From an optimization exercise on the open Yosys and OpenROAD flow, aimed at small area, a short achievable clock period and few clock cycles per item; shortcuts taken in it are not production practice. The RTL was checked by simulation tests, not by an equivalence proof against the original design. Power and IR drop assume default switching activity.

// mul_unit
module mul_unit (
    input  wire        clk,
    input  wire        rst,         
    input  wire        in_valid,
    output wire        in_ready,
    input  wire [31:0] a,
    input  wire [31:0] b,
    input  wire [31:0] c,
    input  wire [5:0]  shift,
    input  wire        signed_op,
    input  wire        trunc,
    output reg         out_valid,
    output reg  [63:0] r,
    output reg         ovf32
);
clock: 19.0 ns
lec_check: 0
cap_margin: 20
core_margin: 2
core_utilization: 40
slew_margin: 20
synth_hierarchical: 1
standard.sh (not shown) runs the stock make flow with config.mk's settings and CLKGATE_MAP_FILE= SYNTH_SCRIPT=/design/flow/synth_recipe.tcl, a recipe that flattens the netlist after the stock synthesis.
==> flow/flow/run.sh <==
#!/bin/bash
set -euo pipefail
MARGIN=$(cat flow/margin.txt)
bash standard.sh synth > synth.log 2>&1
RESULTS=orfs/results/${FLOW_PLATFORM}/mul_unit/base openroad -no_init -exit flow/downsize.tcl > downsize.log 2>&1
touch orfs/results/${FLOW_PLATFORM}/mul_unit/base/1_synth.sdc
bash standard.sh SETUP_SLACK_MARGIN=$MARGIN finish > layout.log 2>&1
==> flow/flow/downsize.tcl <==
# Resize every combinational cell of the synthesized netlist to the smallest
# drive strength of its kind (registers and their cell types stay as
# synthesis made them); the layout's timing repair then sizes up only the
# cells its paths need.
set results $::env(RESULTS)
read_db $results/1_synth.odb
set db [ord::get_db]
set n 0
set before 0.0
set after 0.0
foreach inst [[ord::get_db_block] getInsts] {
  set m [$inst getMaster]
  set name [$m getName]
  if {![regexp {^(sky130_fd_sc_hd__[a-z0-9]+)_(\d+)$} $name -> base drive]} { continue }
  if {[regexp {df|dl|sdf|edf|conb|tap|fill|decap|clkbuf|clkinv|clkdly|dlygate|dlymetal|probe|lpflow} $base]} { continue }
  set best ""
  set bestw 1e9
  foreach d {1 0 2} {
    set cand [$db findMaster ${base}_$d]
    if {$cand eq "NULL" || $cand eq ""} { continue }
    if {[$cand getWidth] < $bestw} { set best $cand; set bestw [$cand getWidth] }
  }
  if {$best eq "" || [$best getName] eq $name} { continue }
  if {[$best getWidth] >= [$m getWidth]} { continue }
  if {[$inst swapMaster $best]} { incr n }
}
puts "downsized $n instances"
write_db $results/1_synth.odb
==> flow/flow/margin.txt <==
14.3
Testbench counts at the start, summed over its fixed seeds: cycles 16,032, ops 16,000.
Next try:
==> flow/flow/margin.txt (replaced) <==
14.0
=> The changed run passed the timing, DRC and antenna checks. Routed wire length drops by 0.95%. Core utilization drops by 0.63 points. Via count drops by about 0.5%. Maximum frequency is about the same. Clock power barely changes. First-iteration DRC count is about the same.

---

Another version of the RTL of mul_unit (not shown whole).
For scale: ~3700 cells after synthesis, about 39000 um2 of cells after synthesis.
clock: 19.0 ns
lec_check: 0
cap_margin: 20
core_margin: 2
core_utilization: 40
cts_cluster_diameter: 70
cts_cluster_size: 36
slew_margin: 20
synth_hierarchical: 1
==> flow/flow/run.sh <==
#!/bin/bash
set -euo pipefail
MARGIN=$(cat flow/margin.txt)
CTS="-sink_clustering_enable -repair_clock_nets -sink_clustering_size 36 -sink_clustering_max_diameter 70 -wire_unit 10"
bash standard.sh synth > synth.log 2>&1
RESULTS=orfs/results/${FLOW_PLATFORM}/mul_unit/base openroad -no_init -exit flow/downsize.tcl > downsize.log 2>&1
touch orfs/results/${FLOW_PLATFORM}/mul_unit/base/1_synth.sdc
bash standard.sh SETUP_SLACK_MARGIN=$MARGIN "BUFFER_PORTS_ARGS=-buffer_cell sky130_fd_sc_hd__buf_1" "CTS_ARGS=$CTS" finish > layout.log 2>&1
==> flow/flow/margin.txt <==
14.2
Scripts as last shown in full above: flow/flow/downsize.tcl
The baseline passed the timing, DRC and antenna checks.
Testbench counts at the start, summed over its fixed seeds: cycles 16,032, ops 16,000.
Rerun with:
==> flow/flow/margin.txt (replaced) <==
14.12
- CORE_UTILIZATION: 40 -> 60
Result:
- The changed run completed without violations
- synthesized area is unchanged
- total power increases by 1.4%
- design area decreases by 2.1%
- final cell count decreases by 8.8%
- sequential cell count is unchanged
- synthesized cell count does not change
- non-clock buffer count decreases by 13
- critical path depth stays the same
- core utilization increases by 21 points
- first-iteration DRC count increases by 7.6%
Rerun with:
==> flow/flow/run.sh (replaced) <==
#!/bin/bash
set -euo pipefail
MARGIN=$(cat flow/margin.txt)
bash standard.sh synth > synth.log 2>&1
RESULTS=orfs/results/${FLOW_PLATFORM}/mul_unit/base openroad -no_init -exit flow/downsize.tcl > downsize.log 2>&1
touch orfs/results/${FLOW_PLATFORM}/mul_unit/base/1_synth.sdc
bash standard.sh SETUP_SLACK_MARGIN=$MARGIN "BUFFER_PORTS_ARGS=-buffer_cell sky130_fd_sc_hd__buf_1" finish > layout.log 2>&1
==> flow/flow/margin.txt (replaced) <==
14.0
- CORE_UTILIZATION: 60 -> 40
- CTS_CLUSTER_DIAMETER: 70 -> 100
- CTS_CLUSTER_SIZE: 36 -> 30
After rerunning:
- routed wire length grows by 3.6%
- combinational power goes down by 3.7%
- setup slack loses 37 ps
- final cell count increases by 9.2%
- total power drops by 3.2%
- non-clock buffer count rises by 9
- via count fell by 2.7%

==> re-timing with driven ports <==
How much do the figures lean on ideal ports? The routed layouts below were timed once more, with nothing changed but the port constraints. Step 1, drivers: a clkbuf_16 drives clk and a buf_2 each remaining input, both assumed. Step 2 times the ports against the registers' clock, not the clock port: input delays grow and output delays shrink by t, the midpoint of the rising clock arrivals with the driver on. Slacks: ideal / step 1 / step 2; pairs: ideal / step 1.
| run | t, ns | slack for setup (ns) | hold WS [ns] |
|---|---|---|---|
| the first run of note 1 | 0.717 | 14.078 / 14.005 / 14.125 | 0.321 / 0.321 / 0.321 |
| the second run of note 1 | 0.712 | 14.071 / 13.998 / 14.074 | 0.322 / 0.322 / 0.322 |
| the first run of note 2 | 0.629 | 14.147 / 14.078 / 14.240 | 0.289 / 0.289 / 0.289 |
| the second run of note 2 | 0.705 | 14.090 / 14.018 / 14.249 | 0.325 / 0.325 / 0.325 |
| the third run of note 2 | 0.725 | 14.053 / 13.983 / 14.073 | 0.330 / 0.330 / 0.330 |
After both steps setup and hold are still met in every run listed.
